This is an optimization exercise on Yosys and OpenROAD, whose aim is small area, a short achievable clock period and few clock cycles, not a production implementation.
In this exercise RTL edits were held to simulation tests only and were not proved equivalent to the original.

## bq_encoder
module bq_encoder (
    input  wire        clk,
    input  wire        rst,           
    input  wire        start,
    output wire        start_ready,
    input  wire [3:0]  cfg_w,         
    input  wire [3:0]  cfg_h,         
    input  wire [3:0]  cfg_d,         
    input  wire [3:0]  cfg_c,         
    input  wire        pix_valid,
    output wire        pix_ready,
    input  wire [23:0] pix_data,
    output reg         res_valid,
    output reg  [7:0]  res_data,
    output reg         done,
    output reg  [7:0]  base_y,
    output reg  [7:0]  max_delta,
    output reg  [3:0]  rbn,
    output reg  [2:0]  shift,
    output reg  [7:0]  avg_cr,
    output reg  [7:0]  avg_cb,
    output reg  [6:0]  csize
);
For scale: about 3,200 cells after synthesis, about 820 flip-flops, roughly 100 I/O pins.
clock: 33.0 ns
lec_check: 0
cap_margin: 20
core_margin: 2
core_utilization: 40
cts_cluster_diameter: 80
cts_cluster_size: 25
slew_margin: 20
standard.sh (not shown) runs the stock make flow with config.mk's settings and CLKGATE_MAP_FILE= SYNTH_SCRIPT=/design/flow/synth_recipe.tcl, a recipe that flattens the netlist after the stock synthesis.
==> flow/flow/run.sh <==
#!/bin/bash
# The standard layout, with buf_4 port buffers instead of the cell buffer_ports picks by
# default (it picks a slow delay cell when timing has slack to spare).
set -euo pipefail
export BUFFER_PORTS_ARGS="-buffer_cell sky130_fd_sc_hd__buf_4"
export SETUP_SLACK_MARGIN=25.5
bash standard.sh > standard.log 2>&1
Testbench counts at the start, summed over its fixed seeds: cycles 10,641.
Then changed:
--- a/flow/flow/run.sh
+++ b/flow/flow/run.sh
@@ -5,3 +5,2 @@
 export BUFFER_PORTS_ARGS="-buffer_cell sky130_fd_sc_hd__buf_4"
-export SETUP_SLACK_MARGIN=25.5
 bash standard.sh > standard.log 2>&1
Non-clock buffer count went down by 15; setup slack degrades by 0.033 ns; utilization went down by 0.32 points; clock-buffer cell count stays the same; register-to-register slack degrades by 0.27 ns; via count went down by 0.48%; design area went down by 0.72%.
Then changed:
--- a/flow/config.mk
+++ b/flow/config.mk
@@ -7,3 +7,3 @@
 export LEC_CHECK = 0
-export CAP_MARGIN = 20
+export CAP_MARGIN = 0
 export CORE_MARGIN = 2
@@ -12,2 +12,2 @@
 export CTS_CLUSTER_SIZE = 25
-export SLEW_MARGIN = 20
+export SLEW_MARGIN = 0
After rerunning: The new run finished clean. Sequential share of layout area is lower by 0.12 points. Wire length is about the same. Count of clock-buffer cells in the layout grows by 1.

---

## main
bq_encoder, a different RTL version from the one above (not shown whole).
Size in the first run: about 3000 cells after synthesis, ~100 I/O pins, about 43000 sq um of cells after synthesis.
Design bq_encoder, start of the top module:
module bq_encoder (
    input  wire        clk,
    input  wire        rst,           
    input  wire        start,
    output wire        start_ready,
    input  wire [3:0]  cfg_w,         
    input  wire [3:0]  cfg_h,         
    input  wire [3:0]  cfg_d,         
    input  wire [3:0]  cfg_c,         
    input  wire        pix_valid,
    output wire        pix_ready,
    input  wire [23:0] pix_data,
    output reg         res_valid,
    output reg  [7:0]  res_data,
    output reg         done,
    output reg  [7:0]  base_y,
    output reg  [7:0]  max_delta,
    output reg  [3:0]  rbn,
    output reg  [2:0]  shift,
    output reg  [7:0]  avg_cr,
    output reg  [7:0]  avg_cb,
    output reg  [6:0]  csize
);
Settings: LEC_CHECK=0, CAP_MARGIN=20, CORE_MARGIN=2, CORE_UTILIZATION=40, CTS_CLUSTER_DIAMETER=80, CTS_CLUSTER_SIZE=30, SLEW_MARGIN=20; clock period 33.0 ns.
==> flow/flow/run.sh <==
#!/bin/bash
# The standard layout, with stronger port buffers than buffer_ports picks by
# default (it picks a slow delay cell when timing has slack to spare).
set -euo pipefail
export BUFFER_PORTS_ARGS="-buffer_cell sky130_fd_sc_hd__buf_4"
bash standard.sh > standard.log 2>&1
Testbench counts of main, summed over its fixed seeds: cycles 10,665.
The inputs of the feature branch differ from those of main as listed below.
-- flow/config.mk --
<<< main, line 11
export CTS_CLUSTER_DIAMETER = 80
export CTS_CLUSTER_SIZE = 30
>>> the feature branch, line 11
export CTS_BUF_LIST = sky130_fd_sc_hd__clkbuf_4 sky130_fd_sc_hd__clkbuf_8
export CTS_CLUSTER_SIZE = 40
## What came out
- Compared to main, the feature branch has final critical-path share of the clock period 0.45 points higher.
- Of the feature branch and main, it is the feature branch that has the higher total of clock buffers placed in the layout.
- Diff main -> the feature branch | first-pass GRT wire length | up by a few percent
- The feature branch has routed length on met2 above what main had.
- Comparing the feature branch and main, the lower clock network area share is on main.
- Wire length after detailed routing: the feature branch higher than main
- Relative to main, share of final-layout standard cells stronger than drive strength 1 increased by 4.3 points in the feature branch.
- Vias: the feature branch above main
- Diff main -> the feature branch: synthesis-to-layout area growth increased by 3.1 points relative to the old numbers; highest achievable clock rate moved down.

==> re-timing with driven ports <==
The flow's constraints put no driver on any port. The routed layouts listed below were extracted and timed again, unchanged, in two steps. Step 1 (the two cells are an assumption about what drives the block):
set clk [get_ports {clk}]
set_driving_cell -lib_cell sky130_fd_sc_hd__clkbuf_16 $clk
set_driving_cell -lib_cell sky130_fd_sc_hd__buf_2 [delete_from_list [all_inputs] $clk]
Step 2 moves the port delays by t, midway between the first and last clock arrival at a register: inputs arrive t later, outputs are due t later. That takes back most of the time a late clock gives input paths. a / b / c = ideal ports / drivers / drivers and shift; a / b = the first two.
| run | t (ns) | setup slack, ns | worst setup path at the end | worst register clock-pin slew, ns |
|---|---|---|---|---|
| the first run of note 1 | 0.700 | 25.191 / 25.125 / 25.316 | input to register | 0.11 / 0.11 |
| the second run of note 1 | 0.701 | 25.158 / 25.092 / 25.323 | input to register | 0.11 / 0.11 |
| the third run of note 1 | 0.713 | 25.152 / 25.076 / 25.337 | input to register | 0.11 / 0.11 |
| main | 0.700 | 25.144 / 25.067 / 24.737 | input to register | 0.12 / 0.12 |
| the feature branch | 0.857 | 24.994 / 24.924 / 24.745 | input to register | 0.07 / 0.07 |
After both steps setup and hold are still met in every run listed. The setup slack of main, which loses most, moves by -0.077 ns with the drivers and by -0.407 ns with both steps.
